This is an optimization exercise on Yosys and OpenROAD, whose aim is small area, a short achievable clock period and few clock cycles per item, not a production implementation.
The RTL was checked by simulation tests, not by an equivalence proof against the original design.
No activity file was given, so power comes from the tool's default toggle rates.

`design/flow/flow/run.sh`:
```
#!/bin/bash
# The standard layout, with plain buf_1 cells as the port buffers (the
# standard flow picks a delay buffer for them); repair_design and
# repair_timing resize them where the load needs it.
set -euo pipefail
export BUFFER_PORTS_ARGS="-buffer_cell sky130_fd_sc_hd__buf_1"
bash standard.sh finish > standard_flow.log 2>&1
```
`design/flow/standard.sh`:
```
#!/bin/bash
# synth_recipe.tcl (not shown) runs the flow's synth.tcl, then flattens the netlist and writes it again
# the make line also repeats each setting of config.mk as NAME=value (left out here)
make -C /OpenROAD-flow-scripts/flow DESIGN_CONFIG=/design/flow/config.mk WORK_HOME=/design/flow/orfs CLKGATE_MAP_FILE= SYNTH_SCRIPT=/design/flow/synth_recipe.tcl "${@:-finish}"
```
`design/flow/config.mk`:
```
export PLATFORM = sky130hd
export DESIGN_NAME = irb_rng
export DESIGN_NICKNAME = irb_rng
export VERILOG_FILES = /design/flow/design.v
export SDC_FILE = /design/flow/constraint.sdc
export NUM_CORES = 4
export LEC_CHECK = 0
export CAP_MARGIN = 20
export CORE_MARGIN = 2
export CORE_UTILIZATION = 40
export SETUP_SLACK_MARGIN = 3
export SLEW_MARGIN = 20
```
`design/flow/constraint.sdc`:
```
create_clock -name core_clock -period 8.0 [get_ports {clk}]
set_input_delay 1.6000 -clock core_clock [delete_from_list [all_inputs] [get_ports {clk}]]
set_output_delay 1.6000 -clock core_clock [all_outputs]
set_load 0.01 [all_outputs]
```
`design/flow/design.v`:
```
module irb_rng (
    input  wire         clk,
    input  wire         rst,           
    input  wire         cmd_valid,
    output wire         cmd_ready,
    input  wire [31:0]  cmd_word,
    input  wire [127:0] seed_in,
    input  wire [128:0] a_in,          
    input  wire [128:0] b_in,          
    input  wire [31:0]  cnt_in,
    input  wire [511:0] h_in,
    output reg          res_valid,
    output reg  [3:0]   res_op,
    output reg  [127:0] res_value,
    output wire [31:0]  status
);
    localparam [3:0] OP_NEXT    = 4'h6;
    localparam [3:0] OP_RSTREAM = 4'h7;
    localparam [3:0] OP_RHASH   = 4'h8;
    localparam [3:0] C_OK       = 4'd0;
    localparam [3:0] C_PARAM    = 4'd1;
    localparam [3:0] C_UNSEEDED = 4'd3;
    localparam [3:0] C_ILLEGAL  = 4'd4;
    reg         rdy;
    reg         seeded;
    reg [3:0]   st_code;
    reg         st_depr;
    reg         st_len;      
    reg         st_draw;     
    reg         st_hash;     
    reg         nx_go;       
    reg         is_hash;
    reg [255:0] w;           
    reg [6:0]   p;           
    reg         refill;      
    reg [7:0]   s;           
    reg [7:0]   nb;          
    reg         enforce;
    reg [128:0] a_q;         
    reg [128:0] d_q;         
    reg         bneg;        
    reg [31:0]  cnt_left;
    reg [511:0] h_q;
    reg [9:0]   hcnt;
    reg [128:0] x;           
    reg         v3, l3;
    assign cmd_ready = rdy;
    assign status    = {26'd0, seeded, st_depr, st_code};
    genvar gi;
    wire [3:0]  opc      = cmd_word[31:28];
    wire [10:0] n_imm    = cmd_word[10:0];
    wire dec_seed    = (opc == 4'h5) && (cmd_word[27:0]  == 28'd0);
    wire dec_next    = (opc == 4'h6) && (cmd_word[27:12] == 16'd0);
    wire dec_rstream = (opc == 4'h7) && (cmd_word[27:0]  == 28'd0);
    wire dec_rhash   = (opc == 4'h8) && (cmd_word[27:0]  == 28'd0);
    wire next_bad_n  = (n_imm == 11'd0) || (n_imm > 11'd128);
    wire accept      = cmd_valid && rdy;
    wire [128:0] diff;
    irb_add #(129, 8) u_diff (.a(b_in), .b(~a_in), .ci(1'b1), .s(diff), .co());
    wire         bad  = a_q[128] | bneg | d_q[128];
    wire [63:0] pe_v1;
    wire [63:0] pe_i1;
    wire [31:0] pe_v2;
    wire [63:0] pe_i2;
    wire [15:0] pe_v3;
    wire [47:0] pe_i3;
    wire [7:0] pe_v4;
    wire [31:0] pe_i4;
    wire [3:0] pe_v5;
    wire [19:0] pe_i5;
    wire [1:0] pe_v6;
    wire [11:0] pe_i6;
    wire [0:0] pe_v7;
    wire [6:0] pe_i7;
    generate for (gi = 0; gi < 64; gi = gi + 1) begin : g_pe1
        assign pe_v1[gi] = d_q[2*gi+1] | d_q[2*gi];
        assign pe_i1[gi] = d_q[2*gi+1];
    end endgenerate
    generate for (gi = 0; gi < 32; gi = gi + 1) begin : g_pe2
        assign pe_v2[gi] = pe_v1[2*gi+1] | pe_v1[2*gi];
        assign pe_i2[gi*2 +: 2] = pe_v1[2*gi+1] ? {1'b1, pe_i1[(2*gi+1)*1 +: 1]} : {1'b0, pe_i1[(2*gi)*1 +: 1]};
    end endgenerate
    generate for (gi = 0; gi < 16; gi = gi + 1) begin : g_pe3
        assign pe_v3[gi] = pe_v2[2*gi+1] | pe_v2[2*gi];
        assign pe_i3[gi*3 +: 3] = pe_v2[2*gi+1] ? {1'b1, pe_i2[(2*gi+1)*2 +: 2]} : {1'b0, pe_i2[(2*gi)*2 +: 2]};
    end endgenerate
    generate for (gi = 0; gi < 8; gi = gi + 1) begin : g_pe4
        assign pe_v4[gi] = pe_v3[2*gi+1] | pe_v3[2*gi];
        assign pe_i4[gi*4 +: 4] = pe_v3[2*gi+1] ? {1'b1, pe_i3[(2*gi+1)*3 +: 3]} : {1'b0, pe_i3[(2*gi)*3 +: 3]};
    end endgenerate
    generate for (gi = 0; gi < 4; gi = gi + 1) begin : g_pe5
        assign pe_v5[gi] = pe_v4[2*gi+1] | pe_v4[2*gi];
        assign pe_i5[gi*5 +: 5] = pe_v4[2*gi+1] ? {1'b1, pe_i4[(2*gi+1)*4 +: 4]} : {1'b0, pe_i4[(2*gi)*4 +: 4]};
    end endgenerate
    generate for (gi = 0; gi < 2; gi = gi + 1) begin : g_pe6
        assign pe_v6[gi] = pe_v5[2*gi+1] | pe_v5[2*gi];
        assign pe_i6[gi*6 +: 6] = pe_v5[2*gi+1] ? {1'b1, pe_i5[(2*gi+1)*5 +: 5]} : {1'b0, pe_i5[(2*gi)*5 +: 5]};
    end endgenerate
    generate for (gi = 0; gi < 1; gi = gi + 1) begin : g_pe7
        assign pe_v7[gi] = pe_v6[2*gi+1] | pe_v6[2*gi];
        assign pe_i7[gi*7 +: 7] = pe_v6[2*gi+1] ? {1'b1, pe_i6[(2*gi+1)*6 +: 6]} : {1'b0, pe_i6[(2*gi)*6 +: 6]};
    end endgenerate
    wire [6:0] dtop_i = pe_i7;           
    wire [7:0] dlen   = {1'b0, dtop_i} + 8'd1;
    wire [7:0] p1     = {1'b0, p} + 8'd1;
    wire [127:0] gen;
    generate
        for (gi = 0; gi < 128; gi = gi + 1) begin : g_gen
            wire t1 = (gi + 1 < 128) ? w[129 + gi] : gen[(gi + 1) % 128];
            wire t2 = (gi + 2 < 128) ? w[130 + gi] : gen[(gi + 2) % 128];
            wire t7 = (gi + 7 < 128) ? w[135 + gi] : gen[(gi + 7) % 128];
            assign gen[gi] = w[128 + gi] ^ t1 ^ t2 ^ t7;
        end
    endgenerate
    wire [7:0] u = ~s;
    wire [255:0] rv;
    generate
        for (gi = 0; gi < 256; gi = gi + 1) begin : g_rev
            assign rv[gi] = w[255 - gi];
        end
    endgenerate
    wire [254:0] sh7 = u[7] ? {127'd0, rv[255:128]} : rv[254:0];
    wire [190:0] sh6 = u[6] ? sh7[254:64] : sh7[190:0];
    wire [158:0] sh5 = u[5] ? sh6[190:32] : sh6[158:0];
    wire [142:0] sh4 = u[4] ? sh5[158:16] : sh5[142:0];
    wire [134:0] sh3 = u[3] ? sh4[142:8]  : sh4[134:0];
    wire [130:0] sh2 = u[2] ? sh3[134:4]  : sh3[130:0];
    wire [128:0] sh1 = u[1] ? sh2[130:2]  : sh2[128:0];
    wire [127:0] sh0 = u[0] ? sh1[128:1]  : sh1[127:0];
    reg [127:0] dmask, dtop;
    integer mi;
    always @(*) begin
        for (mi = 0; mi < 128; mi = mi + 1) begin
            dmask[mi] = (mi < nb) & ~rdy;      
            dtop[mi]  = (mi == nb - 1);
        end
    end
    wire [127:0] drawn = sh0 & dmask;
    wire draw = nx_go | st_draw;
    wire         ge;                                  
    wire [127:0] sum0, sum1;
    irb_carry #(129, 8) u_ge (.a(x), .b(~{1'b0, d_q[127:0]}), .co(ge));
    wire [127:0] nd   = ~d_q[127:0];
    irb_add #(128) u_sum0 (.a(x[127:0]), .b(st_hash ? nd : a_q[127:0]), .ci(1'b0), .s(sum0), .co());
    wire [127:0] k_x  = a_q[127:0] ^ nd;
    wire [127:0] k_o  = a_q[127:0] | nd;
    wire [127:0] k_a  = a_q[127:0] & nd;
    wire [127:0] cs_s = x[127:0] ^ k_x;
    wire [127:0] cs_c = (x[127:0] & k_o) | k_a;
    irb_add #(128) u_sum1 (.a(cs_s), .b({cs_c[126:0], 1'b0}), .ci(1'b0), .s(sum1), .co());
    wire [127:0] red  = ge ? sum0 : x[127:0];        
    always @(posedge clk) begin
        res_valid <= 1'b0;
        v3        <= 1'b0;
        nx_go     <= 1'b0;
        if (rst) begin
            rdy     <= 1'b1;
            seeded  <= 1'b0;
            st_code <= C_OK;
            st_depr <= 1'b0;
            refill  <= 1'b0;
            st_len  <= 1'b0;
            st_draw <= 1'b0;
            st_hash <= 1'b0;
        end else begin
            if (rdy) begin
                a_q      <= a_in;
                d_q      <= diff;
                bneg     <= b_in[128];
            end
            if (accept && dec_seed) begin
                w[255:128] <= seed_in;
                p          <= 7'd0;
                refill     <= 1'b1;
            end else if (refill || (draw && s[7])) begin
                w          <= {gen, w[255:128]};
                refill     <= 1'b0;
                if (draw) p <= s[6:0];
            end else if (draw) begin
                p <= s[6:0];
            end
            if (accept) begin
                st_depr <= 1'b0;
                if (dec_seed) begin
                    seeded  <= 1'b1;
                    st_code <= C_OK;
                end else if (dec_next) begin
                    if (next_bad_n)
                        st_code <= C_PARAM;
                    else if (!seeded)
                        st_code <= C_UNSEEDED;
                    else begin
                        st_code <= C_OK;
                        nb      <= n_imm[7:0];
                        enforce <= cmd_word[11];
                        nx_go   <= 1'b1;
                        rdy     <= 1'b0;
                    end
                end else if (dec_rstream || dec_rhash) begin
                    is_hash <= dec_rhash;
                    st_len  <= 1'b1;
                    rdy     <= 1'b0;
                end else begin
                    st_code <= C_ILLEGAL;
                end
            end
            if (st_len) begin
                st_len  <= 1'b0;
                st_depr <= is_hash;
                nb      <= dlen;
                if (bad) begin
                    st_code <= C_PARAM;
                    rdy     <= 1'b1;
                end else if (!is_hash && !seeded) begin
                    st_code <= C_UNSEEDED;
                    rdy     <= 1'b1;
                end else if (!is_hash && cnt_left == 32'd0) begin
                    st_code <= C_OK;
                    rdy     <= 1'b1;
                end else begin
                    st_code <= C_OK;
                    st_draw <= !is_hash;
                    st_hash <= is_hash;
                end
            end
            if (st_draw) begin
                v3       <= 1'b1;
                l3       <= (cnt_left == 32'd0);
                if (cnt_left == 32'd0)
                    st_draw <= 1'b0;
            end
            if (st_hash) begin
                if (hcnt == 10'd0) begin
                    st_hash <= 1'b0;
                    v3      <= 1'b1;
                    l3      <= 1'b1;
                end
            end
            if (nx_go) begin
                res_valid <= 1'b1;
                res_op    <= OP_NEXT;
                rdy       <= 1'b1;
            end
            if (v3) begin
                res_valid <= 1'b1;
                res_op    <= is_hash ? OP_RHASH : OP_RSTREAM;
                if (l3)
                    rdy <= 1'b1;
            end
        end
    end
    always @(posedge clk) begin
        h_q <= rdy ? h_in : {h_q[510:0], 1'b0};
        cnt_left <= rdy ? cnt_in : cnt_left - 32'd1;
        hcnt     <= st_len ? 10'd510 : hcnt - 10'd1;
        if (rdy)
            s <= {1'b0, p} + n_imm[7:0];
        else if (st_len)
            s <= p1 + {1'b0, dtop_i};
        else
            s <= {1'b0, s[6:0]} + nb;
        if (st_len | st_hash)
            x <= {red, h_q[511]};
        else
            x <= {1'b0, drawn};
        res_value <= nx_go ? (drawn | (enforce ? dtop : 128'd0)) : (ge ? sum1 : sum0);
    end
endmodule
module irb_add #(parameter N = 128, parameter L = 7) (
    input  wire [N-1:0] a,
    input  wire [N-1:0] b,
    input  wire         ci,
    output wire [N-1:0] s,
    output wire         co
);
    wire [N-1:0] p = a ^ b;
    wire [N-1:0] g [0:L];
    wire [N-1:0] t [0:L];
    assign g[0] = (a & b) | {{(N-1){1'b0}}, p[0] & ci};
    assign t[0] = p;
    genvar k, i;
    generate
        for (k = 0; k < L; k = k + 1) begin : lv
            for (i = 0; i < N; i = i + 1) begin : nd
                if ((i >> k) & 1) begin : c
                    localparam integer J = ((i >> k) << k) - 1;
                    assign g[k+1][i] = g[k][i] | (t[k][i] & g[k][J]);
                    assign t[k+1][i] = t[k][i] & t[k][J];
                end else begin : w
                    assign g[k+1][i] = g[k][i];
                    assign t[k+1][i] = t[k][i];
                end
            end
        end
    endgenerate
    assign s  = p ^ {g[L][N-2:0], ci};
    assign co = g[L][N-1];
endmodule
module irb_carry #(parameter N = 128, parameter L = 7) (
    input  wire [N-1:0] a,
    input  wire [N-1:0] b,
    output wire         co
);
    wire [N-1:0] s;
    irb_add #(N, L) u (.a(a), .b(b), .ci(1'b0), .s(s), .co(co));
endmodule
```
==> results of run 1 <==
[layer usage]
| metal | track usage | up-vias | share of wire | wire (µm) |
|---|---|---|---|---|
| met3 | 0.0665 | 876 | 0.086 | 32100 |
| met4 | 0.167 | 40 | 0.062 | 23300 |
| li1 | - | 36200 | - | - |
| met5 | 0 | - | 0.00074 | 276 |
| met1 | 0.376 | 38800 | 0.39 | 144000 |
| met2 | 0.507 | 3834 | 0.47 | 175000 |
[cells in the mapped netlist, drive strengths merged, types with 147 or more instances]
| cell | number | share of area |
|---|---|---|
| a21o | 169 | 0.014 |
| ha | 530 | 0.072 |
| buf | 147 | 0.0080 |
| nand2 | 793 | 0.033 |
| mux2 | 568 | 0.070 |
| a21oi | 616 | 0.034 |
| dfxtp | 832 | 0.18 |
| o21ai | 478 | 0.026 |
| inv | 889 | 0.036 |
| mux2i | 614 | 0.067 |
| edfxtp | 536 | 0.18 |
| nor2 | 740 | 0.030 |
| xnor2 | 557 | 0.053 |
| fa | 150 | 0.033 |
| clkbuf | 345 | 0.014 |
[kinds of logic after synthesis]
group	count (synthesis)
compound gates	2048
other cells	1
simple gates	2215
fa+ha+maj	680
flops	1368
buf+inv	1383
xor+xnor	674
mux	1290
[worst max-delay path, cell delays in order (launching register included)]
cell and delay, ps:
edfxtp_1 480, inv_1 100, ha_1 310, nand4_1 90, or3_1 410, or4_1 510
a2111oi_4 420, o31ai_1 230, o211ai_1 290, a21oi_4 230, o21ai_4 370, clkbuf_16 360
nor2_1 100, a211oi_1 610, a31oi_1 170
[power by group through the flow]
stage | Sequential (W) | Clock (W) | Combinational, W
3_5_place_dp | 0.00804 | 0 | 0.00450
3_3_place_gp | 0.00803 | 0 | 0.00446
6_report | 0.00790 | 0.00780 | 0.00474
2_1_floorplan | 0.00790 | 0 | 0.00307
5_1_grt | 0.00794 | 0.00818 | 0.00512
4_1_cts | 0.00790 | 0.00791 | 0.00459
[registers in the layout, summed over array words and instances, names as in the netlist, 10 cells and up]
| register | cells |
|---|---|
| a_q | 129 |
| cnt_left | 32 |
| hcnt | 10 |
| h_q | 512 |
| res_value | 128 |
| w | 256 |
| d_q | 129 |
| x | 129 |
[per-stage QoR]
stage	cell area, µm²	total power [W]	hold WS [ps]
2_1_floorplan	91600	0.0110	401
3_3_place_gp	98800	0.0125	426
3_5_place_dp	98800	0.0125	435
4_1_cts	105000	0.0204	429
5_1_grt	106000	0.0212	441
6_report	106000	0.0204	423
[path summary, 6_finish.rpt]
kind | to | slack (ps) | cells past startpoint
hold / removal | h_q[262] | 420 | 1
setup reg to reg | res_value[17] | 2980 | 14
hold reg to reg | h_q[262] | 420 | 1
setup / recovery | res_value[17] | 2980 | 14
[repair_timing]
action,CTS,global route
hold buffers,0,0
resized for setup,112,146
cloned,5,2
setup buffers,18,33
endpoints found under the setup margin,280,112
hold endpoints to repair,0,0
pin swaps,21,44
[final cells by class]
type                       count  area (µm²)  area share
multi-input combinational   6937       54800       0.515
sequential                  1368       32800       0.308
timing repair buffer        1299        6010      0.0565
clock buffer                 213        4420      0.0416
tap                         3009        3760      0.0354
inverter                     891        3360      0.0316
clock inverter                82        1160      0.0110
antenna                       38        95.1    0.000894
[placed cells by master, fill, tap and decap left out, types with 37 or more instances in the layout]
cell,instances
nor2_1,717
xor2_1,116
a211oi_1,121
mux4_2,108
nand2b_1,48
a21o_1,169
a21oi_1,599
edfxtp_1,536
a31oi_1,100
nor4_1,37
o2bb2ai_1,44
mux2i_1,592
o21a_1,65
clkbuf_1,37
buf_4,159
and3_1,57
fa_1,149
mux2_2,568
o211ai_1,66
nand3_1,108
nand2_1,788
inv_1,880
and2_1,40
nand4_1,77
o21ai_0,443
xnor2_1,556
buf_1,1103
o21bai_1,48
dfxtp_1,821
nor3_1,125
clkbuf_16,168
diode_2,38
ha_1,520
nor2b_1,52
==> impl_metrics.tcl, run 1 <==
set metrics [dict create \
    postSynth.asyncResetShare 0 \
    fin_util 0.468 \
    grt_overflow 0 \
    start_util 0.402 \
    switching_power_w 0.00657 \
    outcome "complete, no violations" \
    p_leak_nw 43.5 \
    dieArea_um2 233000 \
    placed_cells 13400 \
    hold_class "flip-flop to flip-flop" \
    sequentialPowerShare 0.387 \
    netlist_area_um2 91500 \
    clkTransAtPathRegs_ps 60 \
    rsz0062_at_grt "true" \
    combPwrFrac 0.232 \
    swShare 0.322 \
    dieHeight_um 482 \
    cts_buffers 159 \
    path_max_fanout 62 \
    htree_levels 4 \
    final-hold-violation-count 0 \
    period_share 0.628 \
    rows 175 \
    grt_antenna_before_repair 65 \
    drc_errors 0 \
    areaGrowthSynthToFinish_pct 16.3 \
    reg2reg_from "d_q[18]" \
    yosys_warnings 3 \
    synth_area_per_cell_um2 9.47 \
    cts_sinks 1368 \
    startpoint_type "flip-flop" \
    cp.required_ps 8670 \
    viasPerCell 5.76 \
    intPower_w 0.0139 \
    setup_ws_ps 2980 \
    drive_above_1_share 0.128 \
    first_pass_iters 6 \
    p_clk_frac 0.382 \
    synth_mux_area_frac 0.164 \
    ys.flop_type "dfxtp_1" \
    via_count 79700 \
    crit_path_end_kind "flip-flop" \
    synth_top_family_by_area "multiplexers" \
    ys_seq_area_frac 0.358 \
    synth.ff_latch_count 1368 \
    wl_per_cell_um 27.1 \
    maxCapViolations 0 \
    tns_ps 0 \
    drt-total-wl_um 375000 \
    n_fill_cell 21800 \
    die_w_um 482 \
    synth-compound-area-share 0.142 \
    finalCriticalPeriod_ps 5020 \
    cts_tree "done" \
    crit_type "flip-flop to flip-flop" \
    crit_arrival_ps 5690 \
    dpl.hpwl_um 296000 \
    clk_latency_ps 900 \
    worst_pin_slew_ps 1220 \
    synth_fa_ha_area_frac 0.105 \
    fin_cells 13800 \
    grt_max_degree 185 \
    io_pins 1131 \
    drv_slew 0 \
    final_nets 12300 \
    gp_congestion 1.02 \
    netlist-cell-type-count 96 \
    netlist_instances 9659 \
    placeableCoreArea_um2 227000 \
    grt_pass1_wl_um 527000 \
    synth_xor_area_frac 0.0645 \
    portBuffers 1103 \
    clock_skew_ps 80.9 \
    cts_root_buf "clkbuf_16" \
    dp_slack_ps 1020 \
    clockBufferDepth 3 \
    fmax_ghz 0.199 \
    drt_iter0_drc 7537 \
    grt_usage 0.308 \
    hp-start "h_q[261]" \
    synthSimpleGateAreaFrac 0.108 \
    final_antenna_net_count 0 \
    synth_edf_count 536 \
    grt_pass1_vias 77800 \
    cellPowerDensity_nw_per_um2 192 \
    relSlewSlack 0.184 \
    ir_worst_vdd_v 0.000201 \
    cp-startpoint "d_q[18]" \
    finalSetupViolations 0 \
]
Testbench counts, summed over its fixed seeds: cycles 20,753, items 15,011.
==> inputs of run 2 (changes only) <==
--- a/design/flow/config.mk
+++ b/design/flow/config.mk
@@ -8,5 +8,5 @@
 export CAP_MARGIN = 20
 export CORE_MARGIN = 2
 export CORE_UTILIZATION = 40
-export SETUP_SLACK_MARGIN = 3
+export SETUP_SLACK_MARGIN = 3.6
 export SLEW_MARGIN = 20
==> impl_metrics.tcl, run 2 <==
set metrics [dict create \
    crit_path_end_kind "flip-flop" \
    wl_per_cell_um 27.6 \
    cts_tree "done" \
    dieHeight_um 482 \
    grt_antenna_before_repair 52 \
    fin_cells 14100 \
    cp.required_ps 8690 \
    setup_ws_ps 3140 \
    path_max_fanout 19 \
    tns_ps 0 \
    io_pins 1131 \
    drive_above_1_share 0.196 \
    cp-startpoint "st_hash" \
    startpoint_type "flip-flop" \
    netlist-cell-type-count 96 \
    ir_worst_vdd_v 0.000195 \
    synth_mux_area_frac 0.164 \
    clockBufferDepth 3 \
    placed_cells 13500 \
    areaGrowthSynthToFinish_pct 22.9 \
    final_nets 12600 \
    cellPowerDensity_nw_per_um2 187 \
    start_util 0.402 \
    outcome "complete, no violations" \
    rows 175 \
    synth-compound-area-share 0.142 \
    synth_area_leaders "dfxtp_1, edfxtp_1, ha_1" \
    grt_overflow 0 \
    placeableCoreArea_um2 227000 \
    crit_arrival_ps 5550 \
    hold_buffers 0 \
    die_w_um 482 \
    finalSetupViolations 0 \
    rrSetupSlack_ps 3140 \
    synth_edf_count 536 \
    synthSimpleGateAreaFrac 0.108 \
    fin_util 0.495 \
    grt_max_degree 131 \
    hold_class "flip-flop to flip-flop" \
    p_leak_nw 45.9 \
    synth_fa_ha_area_frac 0.105 \
    cts_buffers 162 \
    relSlewSlack 0.149 \
    synth_most_common_cell "inv_1" \
    period_share 0.607 \
    yosys-top-cells-count "inv_1, dfxtp_1, nand2_1, nor2_1, a21oi_1" \
    synth.ff_latch_count 1368 \
    portBuffers 1103 \
    netlist.area_leader.share 0.182 \
    drt_iter0_drc 8303 \
    via_count 82000 \
    synth_area_per_cell_um2 9.47 \
    finalCriticalPeriod_ps 4860 \
    dpl.hpwl_um 298000 \
    largest_registers "h_q (512), w (256)" \
    grt_pass1_vias 79200 \
    final_cell_mix "buf_1, inv_1, dfxtp_1, nand2_1, nor2_1" \
    viasPerCell 5.80 \
    reg2reg_from "st_hash" \
    ys.flop_type "dfxtp_1" \
    grt_usage 0.316 \
    worst_pin_slew_ps 1280 \
    final-hold-violation-count 0 \
    postSynth.asyncResetShare 0 \
    htree_levels 4 \
    cts_sinks 1368 \
    netlist_instances 9659 \
    hp-start "h_q[298]" \
    drt-total-wl_um 390000 \
    fmax_ghz 0.206 \
    dp_slack_ps 1830 \
    first_pass_iters 8 \
    rsz0062_at_grt "true" \
    n_fill_cell 21200 \
    crit_type "flip-flop to flip-flop" \
    largest_register_ffs 512 \
    final_antenna_net_count 0 \
    clkTransAtPathRegs_ps 60 \
    yosys.area.top_type "dfxtp_1" \
    ys_seq_area_frac 0.358 \
    clock_skew_ps 78.6 \
    drc_errors 0 \
    synth_top_family_by_area "multiplexers" \
    netlist_area_um2 91500 \
    clk_latency_ps 890 \
    gp_congestion 1.04 \
    regMostFlops "h_q" \
    grt_pass1_wl_um 541000 \
    synth_xor_area_frac 0.0645 \
    final_common_cell "buf_1" \
    drv_slew 0 \
    maxCapViolations 0 \
    yosys_warnings 3 \
    dieArea_um2 233000 \
    cts_root_buf "clkbuf_16" \
]
## run 2: cell types whose count changed in the layout (fill, tap and decap cells not counted), moves of 42 or more
cell	before	now
a211oi_1	121	79
a21oi_1	599	532
a21oi_2	15	66
buf_4	159	381
buf_6	7	57
o21ai_0	443	387
## run 2: worst paths after layout
path | endpoint | depth (start not counted)
setup / recovery | res_value[126] | 20
hold / removal | h_q[299] | 1
setup reg to reg | res_value[126] | 20
hold reg to reg | h_q[299] | 1
## run 2: report_power, final
group	total (W)	switching, W	internal, W
logic	0.00536	0.00320	0.00217
registers	0.00787	0.000285	0.00758
clock network	0.00784	0.00339	0.00446
total	0.0211	0.00687	0.0142
## run 2: logic make-up (layout without fill, tap and decap cells)
family,count (synthesis),after routing
other,1,53
buffers and inverters,1383,2784
XOR/XNOR,674,674
AND/OR/NAND/NOR,2215,2217
multiplexers,1290,1290
flip-flops,1368,1368
adder cells (fa/ha/maj),680,680
AO/OA/AOI/OAI,2048,2050
## run 2: area by class of cell
| cell class | count | area (µm²) | area share |
|---|---|---|---|
| Clock inverter | 85 | 1190 | 0.0106 |
| Inverter | 891 | 3370 | 0.0300 |
| Clock buffer | 215 | 4480 | 0.0399 |
| Sequential cell | 1368 | 32800 | 0.292 |
| Antenna cell | 26 | 65.1 | 0.000579 |
| Tap cell | 3009 | 3760 | 0.0335 |
| Timing Repair Buffer | 1593 | 8900 | 0.0791 |
| Multi-Input combinational cell | 6938 | 57900 | 0.515 |
## run 2: timing repair
action / CTS / global route
buffers inserted: 178 / 144
resized for setup: 478 / 513
pin swaps: 202 / 326
gates cloned: 10 / 10
endpoints found under the setup margin: 388 / 284
## run 2: worst max-delay path, cell delays in order, from the launching register on
cell	delay, ps
dfxtp_4	470
buf_12	220
buf_16	210
buf_4	180
buf_16	180
nor2_1	60
a21oi_1	200
ha_1	320
a21oi_1	320
o21bai_1	120
a21o_1	200
a21oi_1	270
o21bai_1	150
a21o_1	220
a21oi_2	230
nor3_1	110
a211oi_2	320
a21boi_2	130
or3_4	350
a31oi_1	210
a22oi_2	150
## run 2: metrics by stage
step | hold slack (ps) | total power (W) | cell area (µm²)
3_3_place_gp | 425 | 0.0125 | 99000
4_1_cts | 416 | 0.0208 | 109000
2_1_floorplan | 401 | 0.0110 | 91700
6_report | 431 | 0.0211 | 112000
3_5_place_dp | 430 | 0.0126 | 99000
5_1_grt | 439 | 0.0219 | 112000
## run 2: layer usage
| layer | GRT usage | share of wire | wire length, µm | up-vias |
|---|---|---|---|---|
| met2 | 0.521 | 0.47 | 181000 | 4085 |
| li1 | - | - | - | 36800 |
| met5 | 0 | 0.00039 | 154 | - |
| met4 | 0.181 | 0.070 | 27500 | 24 |
| met3 | 0.0662 | 0.083 | 32500 | 976 |
| met1 | 0.383 | 0.38 | 148000 | 40100 |
==> inputs of run 3 (changes only) <==
--- a/design/flow/design.v
+++ b/design/flow/design.v
@@ -39,6 +39,7 @@
     reg [128:0] a_q;         
     reg [128:0] d_q;         
     reg         bneg;        
+    reg [127:0] kx_q;        
     reg [31:0]  cnt_left;
     reg [511:0] h_q;
     reg [9:0]   hcnt;
@@ -141,14 +142,12 @@
     wire [127:0] sum0, sum1;
     irb_carry #(129, 8) u_ge (.a(x), .b(~{1'b0, d_q[127:0]}), .co(ge));
     wire [127:0] nd   = ~d_q[127:0];
-    irb_add #(128) u_sum0 (.a(x[127:0]), .b(st_hash ? nd : a_q[127:0]), .ci(1'b0), .s(sum0), .co());
-    wire [127:0] k_x  = a_q[127:0] ^ nd;
-    wire [127:0] k_o  = a_q[127:0] | nd;
-    wire [127:0] k_a  = a_q[127:0] & nd;
-    wire [127:0] cs_s = x[127:0] ^ k_x;
-    wire [127:0] cs_c = (x[127:0] & k_o) | k_a;
+    irb_add #(128) u_sum0 (.a(x[127:0]), .b(a_q[127:0]), .ci(1'b0), .s(sum0), .co());
+    wire [127:0] a_c  = st_hash ? 128'd0 : a_q[127:0];
+    wire [127:0] cs_s = x[127:0] ^ kx_q;
+    wire [127:0] cs_c = (kx_q & x[127:0]) | (~kx_q & a_c);
     irb_add #(128) u_sum1 (.a(cs_s), .b({cs_c[126:0], 1'b0}), .ci(1'b0), .s(sum1), .co());
-    wire [127:0] red  = ge ? sum0 : x[127:0];        
+    wire [127:0] red  = ge ? sum1 : x[127:0];        
     always @(posedge clk) begin
         res_valid <= 1'b0;
         v3        <= 1'b0;
@@ -179,6 +178,8 @@
             end else if (draw) begin
                 p <= s[6:0];
             end
+            if (draw)
+                s <= {1'b0, s[6:0]} + nb;
             if (accept) begin
                 st_depr <= 1'b0;
                 if (dec_seed) begin
@@ -191,6 +192,7 @@
                         st_code <= C_UNSEEDED;
                     else begin
                         st_code <= C_OK;
+                        s       <= {1'b0, p} + n_imm[7:0];
                         nb      <= n_imm[7:0];
                         enforce <= cmd_word[11];
                         nx_go   <= 1'b1;
@@ -208,6 +210,7 @@
                 st_len  <= 1'b0;
                 st_depr <= is_hash;
                 nb      <= dlen;
+                s       <= p1 + {1'b0, dtop_i};
                 if (bad) begin
                     st_code <= C_PARAM;
                     rdy     <= 1'b1;
@@ -229,8 +232,11 @@
                 if (cnt_left == 32'd0)
                     st_draw <= 1'b0;
             end
+            if (st_len)
+                kx_q <= (is_hash ? 128'd0 : a_q[127:0]) ^ nd;
             if (st_hash) begin
                 if (hcnt == 10'd0) begin
+                    kx_q    <= a_q[127:0] ^ nd;
                     st_hash <= 1'b0;
                     v3      <= 1'b1;
                     l3      <= 1'b1;
@@ -253,12 +259,6 @@
         h_q <= rdy ? h_in : {h_q[510:0], 1'b0};
         cnt_left <= rdy ? cnt_in : cnt_left - 32'd1;
         hcnt     <= st_len ? 10'd510 : hcnt - 10'd1;
-        if (rdy)
-            s <= {1'b0, p} + n_imm[7:0];
-        else if (st_len)
-            s <= p1 + {1'b0, dtop_i};
-        else
-            s <= {1'b0, s[6:0]} + nb;
         if (st_len | st_hash)
             x <= {red, h_q[511]};
         else
--- a/design/flow/config.mk
+++ b/design/flow/config.mk
@@ -7,6 +7,6 @@
 export LEC_CHECK = 0
 export CAP_MARGIN = 20
 export CORE_MARGIN = 2
-export CORE_UTILIZATION = 40
-export SETUP_SLACK_MARGIN = 3.6
+export CORE_UTILIZATION = 50
+export SETUP_SLACK_MARGIN = 3
 export SLEW_MARGIN = 20
==> impl_metrics.tcl, run 3 <==
set metrics [dict create \
    wl_per_cell_um 27.8 \
    postSynth.asyncResetShare 0 \
    portBuffers 1103 \
    cts_buffers 169 \
    maxCapViolations 0 \
    place_area_um2 104000 \
    drive_above_1_share 0.129 \
    synth_area_per_cell_um2 9.55 \
    grt_pass1_vias 82200 \
    synth_area_leaders "edfxtp_1, dfxtp_1, mux2_2" \
    finalCriticalPeriod_ps 5120 \
    netlist_area_um2 97000 \
    hold_class "flip-flop to flip-flop" \
    drt_iter0_drc 9681 \
    crit_path_end_kind "flip-flop" \
    yosys_warnings 3 \
    p_leak_nw 44.4 \
    placed_cells 13400 \
    rows 161 \
    ys.flop_type "dfxtp_1" \
    grt_max_degree 223 \
    relSlewSlack 0.108 \
    largest_register_ffs 512 \
    rsz0062_at_grt "true" \
    final_antenna_net_count 0 \
    cp.required_ps 8570 \
    viasPerCell 6.20 \
    synth_edf_count 672 \
    netlist.area_leader.share 0.208 \
    finalSetupViolations 0 \
    dpl.hpwl_um 296000 \
    netlist_instances 10200 \
    dieArea_um2 198000 \
    yosys.area.top_type "edfxtp_1" \
    htree_levels 4 \
    via_count 85500 \
    crit_arrival_ps 5690 \
    clkTransAtPathRegs_ps 60 \
    clock_skew_ps 67.2 \
    yosys-top-cells-count "nand2_1, dfxtp_1, a21oi_1, edfxtp_1, nor2_1" \
    setup_ws_ps 2880 \
    n_fill_cell 17300 \
    synth_most_common_cell "nand2_1" \
    startpoint_type "input port" \
    grt_pass1_wl_um 548000 \
    drc_errors 0 \
    grt_usage 0.370 \
    drv_slew 0 \
    crit_type "input port to flip-flop" \
    dieHeight_um 444 \
    final_area_um2 111000 \
    period_share 0.640 \
    regMostFlops "h_q" \
    dp_slack_ps 1120 \
    clk_latency_ps 850 \
    first_pass_iters 8 \
    placeableCoreArea_um2 193000 \
    final_common_cell "buf_1" \
    die_w_um 444 \
    drt-total-wl_um 384000 \
    clockBufferDepth 3 \
    hold_buffers 0 \
    areaGrowthSynthToFinish_pct 14.3 \
    grt_antenna_before_repair 37 \
    cts_tree "done" \
    outcome "complete, no violations" \
    largest_registers "h_q (512), w (256)" \
    cts_sinks 1496 \
    cts_root_buf "clkbuf_16" \
    final-hold-violation-count 0 \
    cellPowerDensity_nw_per_um2 178 \
    start_util 0.504 \
    final_cell_mix "buf_1, nand2_1, dfxtp_1, a21oi_1, edfxtp_1" \
    ys_seq_area_frac 0.378 \
    io_pins 1131 \
    ir_worst_vdd_v 0.000230 \
    gp_congestion 1.03 \
    netlist-cell-type-count 97 \
    final_nets 12600 \
    path_max_fanout 4 \
    synth.ff_latch_count 1496 \
    fin_cells 13800 \
    fmax_ghz 0.195 \
    grt_overflow 0 \
    worst_pin_slew_ps 1320 \
]
-- run 3: metrics by stage --
step / utilization / power [W] / TNS (ps) / hold WS, ps
finish: 0.576 / 0.0198 / 0 / 429
global route: 0.576 / 0.0204 / 0 / 440
global placement: 0.540 / 0.0117 / 0 / 413
floorplan: - / 0.0107 / -81950 / 398
CTS: 0.572 / 0.0197 / 0 / 433
detailed placement: 0.540 / 0.0117 / 0 / 425
-- run 3: per-layer routing --
metal	GRT usage	wire, µm
met5	0	61
met4	0.210	24900
met3	0.0741	32000
met2	0.587	174000
met1	0.471	153000
-- run 3: cell type report --
class	count	area, µm²	area share
Multi-Input combinational cell	7733	57700	0.521
Sequential cell	1496	36700	0.331
Timing Repair Buffer	1293	6010	0.0542
Clock buffer	238	4910	0.0443
Tap cell	2526	3160	0.0285
Inverter	395	1520	0.0137
Clock inverter	78	852	0.00768
Antenna cell	18	45.0	0.000406
-- run 3: logic make-up (layout without fill, tap and decap cells) --
logic type      Yosys count  after routing  synth area share
flops                  1496           1496             0.378
xor+xnor                805            805            0.0727
mux                    1149           1149             0.142
buf+inv                 962           2004            0.0390
compound gates         2616           2616             0.174
other cells               1             45         0.0000387
simple gates           2580           2583             0.121
fa+ha+maj               553            553            0.0731
-- run 3: what timing repair did --
item,4_1_cts,5_1_grt
gates resized for setup,63,95
buffers inserted,22,14
setup endpoints to repair,268,216
cloned,1,6
pin swaps,18,28
-- run 3: report_power, final --
group / switching (W) / total (W) / internal (W)
combinational: 0.00180 / 0.00302 / 0.00122
clock: 0.00349 / 0.00803 / 0.00454
sequential: 0.000335 / 0.00870 / 0.00837
total: 0.00563 / 0.0198 / 0.0141
-- run 3: critical path: stages --
cell	delay, ps
buf_8	90
inv_12	30
ha_4	140
fa_2	400
nor2b_4	150
buf_6	150
o31ai_4	90
a21oi_2	210
nand3_2	150
a2111o_2	630
a2111oi_4	340
buf_6	180
o211ai_1	110
buf_6	210
a2111oi_4	290
buf_4	200
o2111ai_4	140
a21oi_2	200
nor4_1	70
a311o_1	270
-- run 3: worst paths after layout --
check / from / to / slack [ps] / cells after the start
worst min-delay path: hcnt[0] / hcnt[0] / 430 / 1
worst min register to register: hcnt[0] / hcnt[0] / 430 / 1
worst max-delay path: b_in[0] / d_q[110] / 2880 / 20
worst max register to register: s[7] / res_value[114] / 3050 / 11
Testbench counts of run 3, summed over its fixed seeds: cycles 20,753, items 15,011.

separate check: timing with driven ports:
In the flow no input, the clock included, has a driving cell. The finished layouts below were timed again as built, in two steps. Step 1, drivers: a clkbuf_16 drives clk and a buf_2 each remaining input, both assumed. Step 2, shift: input delay + t, output delay - t, t = (earliest + latest rising clock arrival at the registers) / 2. This alone moves slack from input paths to output paths. Slacks: ideal ports / drivers / drivers and shift; pairs: ideal ports / drivers.
run | t (ns) | setup slack, ns | hold WS [ns] | latest minus earliest clock arrival (ns) | worst slew at a driven data input, ns
run 1 | 0.956 | 2.978 / 2.978 / 2.168 | 0.423 / 0.423 / 0.423 | 0.085 / 0.085 | 0.24
run 2 | 0.960 | 3.141 / 3.141 / 2.529 | 0.431 / 0.431 / 0.431 | 0.083 / 0.082 | 0.22
run 3 | 0.925 | 2.878 / 2.929 / 2.004 | 0.429 / 0.429 / 0.429 | 0.068 / 0.068 | 0.17
After both steps setup and hold are still met in every run listed. For run 3, which loses most, drivers alone change the setup slack by +0.051 ns; drivers and shift together by -0.874 ns.
